Context: an optimization exercise on an open-source flow, tuned for small area. The choices shown serve that exercise and are no tape-out recipe.
Function was checked by simulation only, so behaviour that the tests miss may differ from the original.
Power and IR drop assume default switching activity.

==> trial 35: inputs <==
// icsp_ctrl
module icsp_ctrl (
    input  wire        clk,
    input  wire        rst,           
    input  wire        cmd_valid,
    input  wire [7:0]  cmd_op,
    input  wire [23:0] cmd_arg0,
    input  wire [15:0] cmd_arg1,
    output wire        cmd_ready,
    output reg         done,
    output wire [3:0]  cause,
    output wire [15:0] result,
    output wire [1:0]  session,
    output wire [1:0]  ident,
    output wire [15:0] devid,
    output wire [7:0]  cat_index,
    output wire [23:0] code_size,
    output wire [3:0]  erase_blocks,
    output wire [6:0]  wbuf_words,
    output wire        pgc_o,
    output wire        pgc_oe,
    output reg         pgd_o,      
    output wire        pgd_oe,
    input  wire        pgd_i,
    output wire        mclr_o,
    output wire        mclr_oe
);
    localparam [31:0] MAGIC_KEY = 32'h4D434850;
    localparam [7:0] OP_ENTER      = 8'h01,
                     OP_EXIT       = 8'h02,
                     OP_IDENTIFY   = 8'h03,
                     OP_SEND_CMD   = 8'h10,
                     OP_SEND_WORD  = 8'h11,
                     OP_READ_WORD  = 8'h12,
                     OP_SEND_INSN  = 8'h13,
                     OP_GOTO_ADDR  = 8'h14,
                     OP_GOTO_SHORT = 8'h15,
                     OP_ERASE_BLK  = 8'h22,
                     OP_EE_RD_CELL = 8'h44,
  ...
export LEC_CHECK = 0
export CAP_MARGIN = 20
export CORE_MARGIN = 2
export CORE_UTILIZATION = 40
export CTS_BUF_LIST = sky130_fd_sc_hd__clkbuf_8
export SLEW_MARGIN = 20
create_clock -name core_clock -period 10.0 [get_ports {clk}]
standard.sh (not shown) runs the stock make flow with config.mk's settings and CLKGATE_MAP_FILE= SYNTH_SCRIPT=/design/flow/synth_recipe.tcl, a recipe that flattens the netlist after the stock synthesis.
==> flow/flow/run.sh <==
#!/bin/bash
set -euo pipefail
W=$PWD
export AREA_ABC_SCRIPT=$W/flow/area.abc
export FLOW_SYNTH_TCL=$W/synth_recipe.tcl
export BUFFER_PORTS_ARGS="-buffer_cell sky130_fd_sc_hd__buf_1"
export CTS_ARGS="-sink_clustering_enable -repair_clock_nets -dont_use_dummy_load -buf_list sky130_fd_sc_hd__clkbuf_8"
sed "s#SYNTH_SCRIPT=[^ ]*#SYNTH_SCRIPT=$W/flow/area_synth.tcl#" standard.sh > area_standard.sh
grep -q "SYNTH_SCRIPT=$W/flow/area_synth.tcl" area_standard.sh
bash area_standard.sh > standard_flow.log 2>&1
==> flow/flow/area.abc <==
strash
&get -n
&fraig -x
&put
dc2
dc2
strash
&get -n
&dch -f
&nf -R 1000
&put
strash
dc2
&get -n
&dch -f
&nf -R 1000
&put
==> flow/flow/area_synth.tcl <==
# The standard synthesis script, with only the ABC script of its
# technology-mapping step replaced by flow/area.abc (area-oriented).
proc abc {args} {
  set i [lsearch -exact $args -script]
  if {$i >= 0} {
    set args [lreplace $args $i [expr {$i + 1}] -script $::env(AREA_ABC_SCRIPT)]
  }
  yosys abc {*}$args
}
source $::env(FLOW_SYNTH_TCL)
==> build 57 (differences from trial 35) <==
==> flow/run.sh (new file) <==
#!/bin/bash
# synth_recipe.tcl (not shown) runs the flow's synth.tcl, then flattens the netlist and writes it again
# the make line also repeats each setting of config.mk as NAME=value (left out here)
make -C /OpenROAD-flow-scripts/flow DESIGN_CONFIG=/design/flow/config.mk WORK_HOME=/design/flow/orfs CLKGATE_MAP_FILE= SYNTH_SCRIPT=/design/flow/synth_recipe.tcl finish
--- a/flow/config.mk
+++ b/flow/config.mk
@@ -9,4 +9,3 @@
 export CORE_MARGIN = 2
 export CORE_UTILIZATION = 40
-export CTS_BUF_LIST = sky130_fd_sc_hd__clkbuf_8
 export SLEW_MARGIN = 20
removed: flow/flow/run.sh
removed: flow/flow/area.abc
removed: flow/flow/area_synth.tcl
removed: flow/standard.sh
==> metrics.md <==
| Metric | Value |
|---|---|
| Comb_multi_in | approximately 700 |
| Die Area | between 15,000 and 20,000 sq um |
| DRT iter0 DRCs | 695 |
| FMAX | between 0.15 and 0.2 GHz |
| Worst R2R End | st[1]$_SDFFE_PP0P_ |
| Status | finished clean |
| Area share of the leading cell type in the synthesized netlist | 0.240 |
| Hold WS | about 0.48 ns |
| Arr. time, crit path | between 4 and 5 ns |
| Final std cells w/o fill | 1,178 |
| Post-synthesis mux area share | 0.0525 |
| Post-route clock period utilization | 0.603 |
| Nonclk inv count | 31 |
| DIE WIDTH | about 140 um |
| Flop+latch power | approximately 0.43 mW |
| Compound-Gate Fraction of Synth Area | 0.242 |
| GRT Resource Usage Total | 0.237 |
| DR WL met3 | roughly 1500 um |
| Area delta synth->final | 19.9% |
| CP Max Fanout | 19 |
| Most frequent cell after synthesis | nand2_1 |
The numbers above come from build 57.

==> metrics.md <==
| Metric | Value |
|---|---|
| Area delta synth->final | 11.8% |
| Arr. time, crit path | ~4.8 ns |
| Flop+latch power | 0.499 mW |
| Comb_multi_in | ~660 |
| CP Max Fanout | 17 |
| Post-synthesis mux area share | 0.0204 |
| Final RePlAce weighted congestion | roughly 1 |
| Die Area | 16,000 sq um |
| Most frequent cell after synthesis | nor2_1 |
| FMAX | between 0.1 and 0.15 GHz |
| GRT Resource Usage Total | 0.238 |
| Worst R2R End | pgd_q$_SDFF_PP0_ |
| DIE WIDTH | roughly 130 um |
| Status | finished clean |
| DRT iter0 DRCs | ~660 |
| Final std cells w/o fill | roughly 1.1k |
| Hold WS | 0.486 ns |
| Post-route clock period utilization | 0.684 |
The numbers above come from trial 35.


* * *

==> inputs of zinc <==
Starting RTL as in the previous note.
Settings: LEC_CHECK=0, CAP_MARGIN=20, CORE_MARGIN=2, CORE_UTILIZATION=40, CTS_BUF_LIST=sky130_fd_sc_hd__clkbuf_8, SLEW_MARGIN=20; clock period 10.0 ns.
==> flow/flow/run.sh <==
#!/bin/bash
set -euo pipefail
W=$PWD
export AREA_ABC_SCRIPT=$W/flow/area.abc
export FLOW_SYNTH_TCL=$W/synth_recipe.tcl
export BUFFER_PORTS_ARGS="-buffer_cell sky130_fd_sc_hd__buf_1"
export SKIP_REPAIR_TIE_FANOUT=1
export CTS_ARGS="-sink_clustering_enable -repair_clock_nets -dont_use_dummy_load -sink_clustering_size 40 -sink_clustering_max_diameter 300 -buf_list sky130_fd_sc_hd__clkbuf_16"
sed "s#SYNTH_SCRIPT=[^ ]*#SYNTH_SCRIPT=$W/flow/area_synth.tcl#" standard.sh > area_standard.sh
grep -q "SYNTH_SCRIPT=$W/flow/area_synth.tcl" area_standard.sh
bash area_standard.sh > standard_flow.log 2>&1
==> flow/flow/area.abc <==
strash
&get -n
&fraig -x
&put
dc2
dc2
strash
&get -n
&dch -f
&nf -R 1000
&put
strash
dc2
&get -n
&dch -f
&nf -R 1000
&put
==> flow/flow/area_synth.tcl <==
# The standard synthesis script, with only the ABC script of its
# technology-mapping step replaced by flow/area.abc (area-oriented).
proc abc {args} {
  set i [lsearch -exact $args -script]
  if {$i >= 0} {
    set args [lreplace $args $i [expr {$i + 1}] -script $::env(AREA_ABC_SCRIPT)]
  }
  yosys abc {*}$args
}
source $::env(FLOW_SYNTH_TCL)
==> inputs of ember, as changes to zinc <==
==> flow/flow/run.sh (replaced) <==
#!/bin/bash
set -euo pipefail
export BUFFER_PORTS_ARGS="-buffer_cell sky130_fd_sc_hd__buf_1"
bash standard.sh > standard_flow.log 2>&1
--- a/flow/config.mk
+++ b/flow/config.mk
@@ -10,3 +10,2 @@
 export CORE_UTILIZATION = 40
-export CTS_BUF_LIST = sky130_fd_sc_hd__clkbuf_8
 export SLEW_MARGIN = 20
removed: flow/flow/area.abc
removed: flow/flow/area_synth.tcl
==> inputs of garnet, as changes to zinc <==
==> flow/flow/run.sh (replaced) <==
#!/bin/bash
set -euo pipefail
export BUFFER_PORTS_ARGS="-buffer_cell sky130_fd_sc_hd__buf_1"
bash standard.sh > standard_flow.log 2>&1
--- a/flow/config.mk
+++ b/flow/config.mk
@@ -7,2 +7,3 @@
 export LEC_CHECK = 0
+export ABC_AREA = 1
 export CAP_MARGIN = 20
removed: flow/flow/area.abc
removed: flow/flow/area_synth.tcl
==> flow_summary.yaml <==
status:
  status: "complete, no violations"
grt:
  grt_pass1_vias: 6268
route:
  drt_wl_total_um: 21400
  dr.pass1.iters: 6
finish:
  multi_input_cells: 703
  fin_util_pct: 45.2
  final_cell_mix: "buf_1 (113), nand2_1 (108), nor2_1 (78)"
  final_layout_size_suffix_gt1_share_pct: 7.14
  n_all_buffers: 125
setup_path:
  crit_fanout: 26
  cp_num_buf_inv: 2
  worst_path_most_repeated_cell: "o31ai_1"
pwr:
  powerClk_w: 0.000354
  p_int_w: 0.000778
  p_sw_share_pct: 37.2
  pwr_density_cell_mw_per_mm2: 158
clock_tree:
  clkTransAtPathRegs_ns: 0.06
logic_synthesis:
  ys_seq_area_share_pct: 29.8
  synthTopCellsByCount: "nand2_1 (108), nor2_1 (79), edfxtp_1 (57)"
sta:
  finalCriticalPeriod_ns: 5.77
die:
  start_util_pct: 41.2
[end of results for ember]
==> flow_summary.yaml <==
setup_path:
  cp_num_buf_inv: 2
  crit_fanout: 17
route:
  dr.pass1.iters: 5
logic_synthesis:
  ys_seq_area_share_pct: 35.5
  ys_top_cells_by_area: "edfxtp_1 (28%), nor2_1 (7.9%), dfxtp_1 (7.0%)"
  synthTopCellsByCount: "nor2_1 (127), nand2_1 (84), o21ai_0 (63)"
die:
  start_util_pct: 41.2
status:
  status: "complete, no violations"
pwr:
  pwr_density_cell_mw_per_mm2: 196
  p_int_w: 0.000762
  p_sw_share_pct: 42.2
  powerClk_w: 0.000279
finish:
  seqAreaFraction_pct: 31.7
  multi_input_cells: 629
  n_all_buffers: 124
  fin_util_pct: 46.1
  final_layout_size_suffix_gt1_share_pct: 2.80
  final_cell_mix: "nor2_1 (126), buf_1 (113), nand2_1 (84)"
  buffer_area_share_pct: 7.54
clock_tree:
  cts_tree: "built"
  clkTransAtPathRegs_ns: 0.06
sta:
  finalCriticalPeriod_ns: 6.67
[end of results for zinc]
==> flow_summary.yaml <==
die:
  start_util_pct: 40.7
pwr:
  pwr_density_cell_mw_per_mm2: 229
  powerClk_w: 0.000262
  p_sw_share_pct: 51.3
  finalPower_w: 0.00176
sta:
  finalCriticalPeriod_ns: 5.58
finish:
  multi_input_cells: 789
  n_all_buffers: 121
setup_path:
  worst_path_most_repeated_cell: "nand2_1"
  cp_num_buf_inv: 5
route:
  dr.pass1.iters: 5
status:
  status: "complete, no violations"
clock_tree:
  clkTransAtPathRegs_ns: 0.09
[end of results for garnet]

## static timing again, ports no longer ideal
How much do the figures lean on ideal ports? The routed layouts below were timed once more, with nothing changed but the port constraints. Step 1: set_driving_cell puts a clkbuf_16 on clk and a buf_2 on each other input, an assumption about the parent block. Step 2 also shifts input and output timing later by t, the mid clock arrival at the registers, as if the neighbouring blocks saw the same clock. Slacks: ideal ports / drivers / drivers and shift; pairs: ideal ports / drivers.
| run | shift t [ns] | slack for setup (ns) | latest minus earliest clock arrival (ns) |
|---|---|---|---|
| trial 35 | 0.408 | 3.156 / 3.116 / 3.524 | 0.022 / 0.022 |
| build 57 | 0.389 | 3.967 / 3.921 / 4.310 | 0.009 / 0.009 |
| zinc | 0.385 | 3.329 / 3.284 / 3.668 | 0.016 / 0.017 |
| ember | 0.387 | 4.226 / 4.185 / 4.572 | 0.008 / 0.008 |
| garnet | 0.411 | 4.422 / 4.381 / 4.792 | 0.011 / 0.011 |
After both steps setup and hold are still met in every run listed.
